Context: an optimization exercise on an open-source flow, tuned for small area, a short achievable clock period and few clock cycles. The choices shown serve that exercise and are no tape-out recipe. Where RTL was checked, it was by simulation tests only, not by an equivalence proof against the original.

## AL
## sha256_core
module sha256_core (
    input  wire         clk,
    input  wire         rst,         
    input  wire         start,
    input  wire [13:0]  len,         
    output wire         ready,
    input  wire         in_valid,
    input  wire [31:0]  in_data,
    output wire         in_ready,
    output reg          done,
    output wire [255:0] digest
);
Size: roughly 4200 cells after synthesis, ~1100 flip-flops, roughly 310 I/O pins, about 46000 um^2 of cells after synthesis.
==> flow/config.mk <==
export PLATFORM = sky130hd
export DESIGN_NAME = sha256_core
export DESIGN_NICKNAME = sha256_core
export VERILOG_FILES = /design/flow/design.v
export SDC_FILE = /design/flow/constraint.sdc
export NUM_CORES = 4
export LEC_CHECK = 0
export CAP_MARGIN = 20
export CORE_MARGIN = 2
export CORE_UTILIZATION = 55
export SETUP_SLACK_MARGIN = 5
export SLEW_MARGIN = 20
==> flow/constraint.sdc <==
create_clock -name core_clock -period 10.0 [get_ports {clk}]
set_input_delay 2.0000 -clock core_clock [delete_from_list [all_inputs] [get_ports {clk}]]
set_output_delay 2.0000 -clock core_clock [all_outputs]
set_load 0.01 [all_outputs]
run.sh (not shown) runs the stock make flow with config.mk's settings and CLKGATE_MAP_FILE= SYNTH_SCRIPT=/design/flow/synth_recipe.tcl, a recipe that flattens the netlist after the stock synthesis.
Testbench counts of AL, summed over its fixed seeds: cycles 53,064.
#### Input delta (TR over AL)
--- a/flow/design.v
+++ b/flow/design.v
@@ -9,23 +9,23 @@
     output wire         in_ready,
     output reg          done,
     output wire [255:0] digest
 );
     reg [1:0]  ph;           
     reg        run, fin;     
     reg [5:0]  kt;           
     reg        cur_first;    
     reg        cur_last;     
     reg        nf;           
     reg [31:0] a, b, c, d, e, f, g, p;
-    reg [31:0] kq;           
+    reg [31:0] kw;           
     reg [31:0] w [0:15];
     reg [31:0] ra [0:3];     
     reg [31:0] re [0:3];     
     reg        busy;         
     reg        loading;      
     reg        pend;         
     reg        pend_first, pend_last;
     reg [13:0] mlen;
     reg [8:0]  blk, lastblk;
     reg        bfirst, blast;
     reg [12:0] hw_left;      
@@ -129,37 +129,37 @@
     wire [31:0] u2c = {((u1s[30:0] & u1c[30:0]) | (u1s[30:0] & maj[30:0]) | (u1c[30:0] & maj[30:0])), 1'b0};
     wire [31:0] e_new, a_new;
     add32_sk u_adde (.x(es), .y(ec), .s(e_new));
     add32_sk u_adda (.x(u2s), .y(u2c), .s(a_new));
     wire [31:0] s0w   = {w[1][6:0], w[1][31:7]} ^ {w[1][17:0], w[1][31:18]} ^ (w[1] >> 3);
     wire [31:0] s1w   = {w[14][16:0], w[14][31:17]} ^ {w[14][18:0], w[14][31:19]} ^ (w[14] >> 10);
     wire [31:0] wn1s, wn1c, wn2s, wn2c, w_new;
     csa32 u_wc1 (.x(s1w), .y(w[9]), .z(s0w), .s(wn1s), .c(wn1c));
     csa32 u_wc2 (.x(wn1s), .y(wn1c), .z(w[0]), .s(wn2s), .c(wn2c));
     add32_sk u_addw (.x(wn2s), .y(wn2c), .s(w_new));
     wire [31:0] hsel_e = cur_first ? ive_n : re[1];
-    wire [31:0] pcs, pcc, p_sum;
-    csa32 u_pc (.x(g), .y(fprep ? hsel_e : kq), .z(fprep ? 32'd0 : w[1]), .s(pcs), .c(pcc));
-    add32_sk u_addp (.x(pcs), .y(pcc), .s(p_sum));
+    wire [31:0] p_sum, kw_nxt;
+    add32_sk u_addp (.x(g), .y(fprep ? hsel_e : kw), .s(p_sum));
+    add32_sk u_addk (.x(k1), .y(w[2]), .s(kw_nxt));
     wire [31:0] p_nxt  = (run || fin && (ph != 2'd3) || go) ? p_sum : g;
     wire [31:0] hsel_a = fin ? (cur_first ? iva : ra[0]) : 32'd0;
     wire [31:0] sum_a;
     add32_sk u_addf (.x(hsel_a), .y(d), .s(sum_a));
     assign digest = {ra[3], ra[2], ra[1], ra[0], re[3], re[2], re[1], re[0]};
     always @(posedge clk) begin
         a <= run ? a_new : (nf ? iva : sum_a);
         e <= run ? e_new : (nf ? ive : p);
         b <= a; c <= b; d <= c;
         f <= e; g <= f;
         p <= p_nxt;
-        kq <= k1;
+        kw <= kw_nxt;
         for (i = 0; i < 15; i = i + 1)
             w[i] <= w[i+1];
         w[15] <= load_wr ? pw : (run ? w_new : w[0]);
         for (i = 0; i < 3; i = i + 1) begin
             ra[i] <= ra[i+1];
             re[i] <= re[i+1];
         end
         ra[3] <= fin ? sum_a : ra[0];
         re[3] <= fin ? p : re[0];
         if (acc) begin
             mlen    <= len;
### Flow results
On hold slack, AL and TR are neck and neck. Between TR and AL, the xor/xnor cell area share of the yosys netlist figures differ only marginally. There was hardly any difference in ratio of routed vias to standard cells between TR and AL. [TR vs AL] met3 track demand over resource: lower in TR. Measured against AL, the number of non-clock inverters of TR comes out at 0.899 times the reference value.
For TR, only the layout was checked, not whether the RTL still works.

[port drivers added, routing unchanged]
Ports are ideal in the flow. The routed layouts listed here were re-timed in OpenROAD. Step 1: set_driving_cell puts a clkbuf_16 on clk and a buf_2 on each other input, an assumption about the parent block. Step 2 also shifts input and output timing later by t, the mid clock arrival at the registers, as if the neighbouring blocks saw the same clock. a / b / c = ideal / step 1 / step 2; a / b = the first two.
run | shift t [ns] | slack for setup (ns) | worst slew at a driven data input, ns
AL | 0.756 | 5.113 / 5.113 / 4.807 | 0.07
TR | 0.750 | 5.097 / 5.097 / 4.751 | 0.06
After both steps setup and hold are still met in every run listed. The setup slack of TR, which loses most, moves by 0.000 ns with the drivers and by -0.346 ns with both steps.
